From an optimization exercise on the open Yosys and OpenROAD flow, aimed at small area; shortcuts taken in it are not production practice.
Only simulation tests tie the RTL to the original design; equivalence was not proved.
No activity file was given, so power comes from the tool's default toggle rates.

// m1h4_core
module m1h4_core (
    input              clk,
    input              rst,           
    input      [13:0]  ibound,        
    output     [12:0]  imem_addr,
    input      [111:0] imem_rdata,
    output     [12:0]  dmem_raddr,
    input      [31:0]  dmem_rdata,
    output             dmem_we,
    output     [12:0]  dmem_waddr,
    output     [31:0]  dmem_wdata,
    output             out_valid,
    output     [7:0]   out_byte,
    input              in_valid,
    input      [7:0]   in_byte,
    output             in_ready,
    output             stopped,
    output     [1:0]   cause,
    input      [3:0]   dbg_idx,
    output     [31:0]  dbg_data
);
    localparam [2:0] K_NONE = 3'd0, K_REG = 3'd1, K_ADDR = 3'd2, K_CHAR = 3'd4;
    localparam [3:0] S_CLEAR = 4'd0,  S_FETCH = 4'd1,  S_IWAIT = 4'd2,  S_DEC  = 4'd3,
                     S_A1    = 4'd4,  S_A2    = 4'd5,  S_X0    = 4'd6,  S_X1   = 4'd7,
                     S_X2    = 4'd8,  S_X2B   = 4'd9,  S_X3    = 4'd10, S_PC   = 4'd11,
                     S_HALT  = 4'd15;
    reg  [31:0] ring [0:15];
    reg  [3:0]  phase;
    reg  [3:0]  state;
    reg  [12:0] T;
    reg  [12:0] F;
    reg         flag;
    reg         settled;                    
    reg         c16_q;                      
    reg         stopped_q;
    reg  [1:0]  cause_q;
    wire [3:0]  op = imem_rdata[111:108];
    wire [2:0]  k0 = imem_rdata[107:105];
    wire [2:0]  k1 = imem_rdata[104:102];
    wire [2:0]  k2 = imem_rdata[101:99];
    wire [31:0] v0 = imem_rdata[95:64];
    wire [31:0] v1 = imem_rdata[63:32];
    wire [31:0] v2 = imem_rdata[31:0];
    wire o_jump  = (op == 4'd1);
    wire o_cond  = (op == 4'd2);
    wire o_move  = (op == 4'd3);
    wire o_add   = (op == 4'd4);
    wire o_sub   = (op == 4'd5);
    wire o_write = (op == 4'd6);
    wire o_read  = (op == 4'd7);
    wire o_load  = (op == 4'd8);
    wire o_store = (op == 4'd9);
    wire o_push  = (op == 4'd10);
    wire o_pop   = (op == 4'd11);
    wire o_break = (op == 4'd12);
    wire o_addsub = o_add | o_sub;
    reg hdr_ok;
    always @(*) begin
        case (imem_rdata[111:96])
            16'h1200, 16'h1400,
            16'h2200, 16'h2600, 16'h2400,
            16'h3240, 16'h32C0, 16'h3280, 16'h3440, 16'h34C0, 16'h3480,
            16'h4248, 16'h4258, 16'h4250, 16'h42C8, 16'h42D8, 16'h42D0,
  ...
export LEC_CHECK = 0
export CAP_MARGIN = 10
export CORE_MARGIN = 2
export CORE_UTILIZATION = 60
export GPL_TIMING_DRIVEN = 0
export SLEW_MARGIN = 10
create_clock -name core_clock -period 12.0 [get_ports {clk}]
standard.sh (not shown) runs the stock make flow with config.mk's settings and CLKGATE_MAP_FILE= SYNTH_SCRIPT=/design/flow/synth_recipe.tcl, a recipe that flattens the netlist after the stock synthesis.
==> flow/flow/run.sh <==
#!/bin/bash
# Own flow: the standard synthesis (standard.sh synth), then the combinational
# logic of that netlist re-mapped for area with ABC (deepsyn, then a check by cec) (every register instance is kept
# as it is: same name, same cell), then the standard layout (standard.sh) with
# smaller port buffers and a clock tree of smaller clock buffers.
# Each tool's output goes to a log file of its own in this folder.
set -euo pipefail
W=$PWD
RES=$W/orfs/results/sky130hd/m1h4_core/base
LIB=$FLOW_HOME/platforms/sky130hd/lib/sky130_fd_sc_hd__tt_025C_1v80.lib

export BUFFER_PORTS_ARGS="-buffer_cell sky130_fd_sc_hd__buf_1"
export CTS_ARGS="-sink_clustering_enable -repair_clock_nets -dont_use_dummy_load -buf_list {sky130_fd_sc_hd__clkbuf_8} -sink_clustering_size 16 -sink_clustering_max_diameter 60"

# 1. standard synthesis
bash standard.sh synth > log_1_standard_synth.log 2>&1
cp "$RES/1_2_yosys.v" "$W/standard_1_2_yosys.v"

# 2. area re-mapping of the combinational logic
DU=""
for c in $(grep -o "sky130_fd_sc_hd__lpflow[a-z0-9_]*" "$FLOW_HOME/platforms/sky130hd/config.mk" | sort -u); do
  DU="$DU -dont_use $c"
done
SEQ=$(grep -oE "sky130_fd_sc_hd__[a-z]*df[a-z]*_[0-9]+" "$W/standard_1_2_yosys.v" | sort -u | tr '\n' ' ')
# models of the combinational cells, for the re-mapping to flatten them into gates
yosys -p "read_liberty -ignore_miss_func $LIB; delete $SEQ; write_verilog -noattr $W/comb_cells.v" > log_2_cells.log 2>&1
cat > "$W/resyn.ys" <<EOT
read_liberty -lib $LIB
read_verilog $W/standard_1_2_yosys.v
hierarchy -top $FLOW_TOP
techmap -map $W/comb_cells.v
techmap
opt -fast
abc -showtmp -liberty $LIB $DU -script +strash;&get,-n;&deepsyn,-T,60;&put;&get,-n;&dch,-f;&nf,-R,1000;&put;cec
opt_clean -purge
rename -hide w:_*
opt_clean -purge
hilomap -singleton -hicell sky130_fd_sc_hd__conb_1 HI -locell sky130_fd_sc_hd__conb_1 LO
insbuf -buf sky130_fd_sc_hd__buf_1 A X
opt_clean -purge
stat -liberty $LIB
check -assert -mapped
write_verilog -noattr -nohex -nodec $W/resyn_1_2_yosys.v
EOT
yosys -s "$W/resyn.ys" > log_2_resyn.log 2>&1

# keep the re-mapped netlist only if ABC proved it equivalent to the standard one and it
# has exactly the standard registers
reglist() { grep -oE "^ *sky130_fd_sc_hd__[a-z]*df[a-z]*_[0-9]+ +[^ ]+" "$1" | awk '{print $1, $2}' | sort; }
if grep -q "Networks are equivalent" log_2_resyn.log && \
   [[ "$(reglist "$W/standard_1_2_yosys.v")" == "$(reglist "$W/resyn_1_2_yosys.v")" ]]; then
  cp "$W/resyn_1_2_yosys.v" "$RES/1_2_yosys.v"
  rm -f "$RES/1_synth.odb"
  echo "using the re-mapped netlist" > log_2_choice.log
else
  echo "not proved equivalent or register lists differ; using the standard netlist" > log_2_choice.log
fi

# 3. standard layout
bash standard.sh > log_3_layout.log 2>&1
Edit:
--- a/flow/flow/run.sh
+++ b/flow/flow/run.sh
@@ -35,6 +35,4 @@
 opt_clean -purge
-rename -hide w:_*
-opt_clean -purge
 hilomap -singleton -hicell sky130_fd_sc_hd__conb_1 HI -locell sky130_fd_sc_hd__conb_1 LO
-insbuf -buf sky130_fd_sc_hd__buf_1 A X
+insbuf -buf sky130_fd_sc_hd__buf_4 A X
 opt_clean -purge
--- a/flow/config.mk
+++ b/flow/config.mk
@@ -7,3 +7,3 @@
 export LEC_CHECK = 0
-export CAP_MARGIN = 10
+export CAP_MARGIN = 20
 export CORE_MARGIN = 2
@@ -11,2 +11,2 @@
 export GPL_TIMING_DRIVEN = 0
-export SLEW_MARGIN = 10
+export SLEW_MARGIN = 20
What happened:
- worst setup slack gets better by 100 ps
- area after synthesis increases by 3.1%
- clock skew went up by 11 ps
- wire length went down by 0.76%
- final cell count increases by 3.6%
- hold slack gets better by 26 ps
Edit:
--- a/flow/flow/run.sh
+++ b/flow/flow/run.sh
@@ -33,6 +33,8 @@
 opt -fast
-abc -showtmp -liberty $LIB $DU -script +strash;&get,-n;&deepsyn,-T,60;&put;&get,-n;&dch,-f;&nf,-R,1000;&put;cec
+abc -showtmp -liberty $LIB $DU -script +strash;&get,-n;&deepsyn,-T,150;&put;&get,-n;&dch,-f;&nf,-R,1000;&put;cec
+opt_clean -purge
+rename -hide w:_*
 opt_clean -purge
 hilomap -singleton -hicell sky130_fd_sc_hd__conb_1 HI -locell sky130_fd_sc_hd__conb_1 LO
-insbuf -buf sky130_fd_sc_hd__buf_4 A X
+insbuf -buf sky130_fd_sc_hd__buf_1 A X
 opt_clean -purge
--- a/flow/config.mk
+++ b/flow/config.mk
@@ -7,3 +7,3 @@
 export LEC_CHECK = 0
-export CAP_MARGIN = 20
+export CAP_MARGIN = 0
 export CORE_MARGIN = 2
@@ -11,2 +11,2 @@
 export GPL_TIMING_DRIVEN = 0
-export SLEW_MARGIN = 20
+export SLEW_MARGIN = 0
The new run completed with no timing, DRC or antenna violations. Flip-flop and latch count does not change. Critical path depth stays the same. Register-to-register slack loses 40 ps. Core utilization drops by 0.26 points. Worst hold slack loses 8.3 ps.
Edit:
--- a/flow/flow/run.sh
+++ b/flow/flow/run.sh
@@ -33,3 +33,3 @@
 opt -fast
-abc -showtmp -liberty $LIB $DU -script +strash;&get,-n;&deepsyn,-T,150;&put;&get,-n;&dch,-f;&nf,-R,1000;&put;cec
+abc -showtmp -liberty $LIB $DU -script +strash;&get,-n;&deepsyn,-T,60;&put;dch,-f;amap;cec
 opt_clean -purge
--- a/flow/config.mk
+++ b/flow/config.mk
@@ -7,3 +7,3 @@
 export LEC_CHECK = 0
-export CAP_MARGIN = 0
+export CAP_MARGIN = 10
 export CORE_MARGIN = 2
@@ -11,2 +11,2 @@
 export GPL_TIMING_DRIVEN = 0
-export SLEW_MARGIN = 0
+export SLEW_MARGIN = 10
Effect: Non-clock buffer count is higher by 39. Routed wire length came out higher by about 7%. Clock power went up by 3.3%. Power came out higher by 16%.
Edit:
--- a/flow/flow/run.sh
+++ b/flow/flow/run.sh
@@ -33,3 +33,3 @@
 opt -fast
-abc -showtmp -liberty $LIB $DU -script +strash;&get,-n;&deepsyn,-T,60;&put;dch,-f;amap;cec
+abc -showtmp -liberty $LIB $DU -script +strash;&get,-n;&deepsyn,-T,60;&put;&get,-n;&dch,-f;&nf,-R,1000;&put;cec
 opt_clean -purge
--- a/flow/config.mk
+++ b/flow/config.mk
@@ -7,3 +7,3 @@
 export LEC_CHECK = 0
-export CAP_MARGIN = 10
+export CAP_MARGIN = 20
 export CORE_MARGIN = 2
@@ -11,2 +11,2 @@
 export GPL_TIMING_DRIVEN = 0
-export SLEW_MARGIN = 10
+export SLEW_MARGIN = 20
Effect: The changed run went through all stages and came out clean; hold slack is worse by 50 ps; design area shrinks by 1.3%; critical path depth went down by 9; setup slack got worse by 420 ps; fmax decreases by 3.6%; clock skew went up by 27 ps; die area stays flat.

-- what the ideal ports hide --
Ports are ideal in the flow. The routed layouts listed here were re-timed in OpenROAD. Step 1 sets driving cells, clkbuf_16 on the clock port and buf_2 on the other inputs (assumed; they add their load-dependent delay and slew). Step 2 also shifts input and output timing later by t, the mid clock arrival at the registers, as if the neighbouring blocks saw the same clock. Three values: ideal, step 1, step 2; two values: the first two.
| run | t (ns) | setup slack, ns | worst setup path at the end | latest minus earliest clock arrival (ns) | worst data-port slew with drivers (ns) |
|---|---|---|---|---|---|
| the first run | 0.607 | 0.320 / 0.344 / -0.262 | input to register | 0.093 / 0.093 | 0.10 |
| the second run | 0.639 | 0.422 / 0.444 / -0.196 | input to register | 0.104 / 0.105 | 0.05 |
| the third run | 0.619 | 0.351 / 0.380 / -0.239 | input to register | 0.062 / 0.063 | 0.09 |
| the fourth run | 0.633 | 0.771 / 0.782 / 0.158 | input to register | 0.090 / 0.090 | 0.09 |
| the fifth run | 0.621 | 0.352 / 0.380 / -0.241 | input to register | 0.117 / 0.118 | 0.10 |
With both steps, setup timing fails in the first run, the second run, the third run and the fifth run, where it was met with ideal ports. For the second run, which loses most, drivers alone change the setup slack by +0.022 ns; drivers and shift together by -0.618 ns.
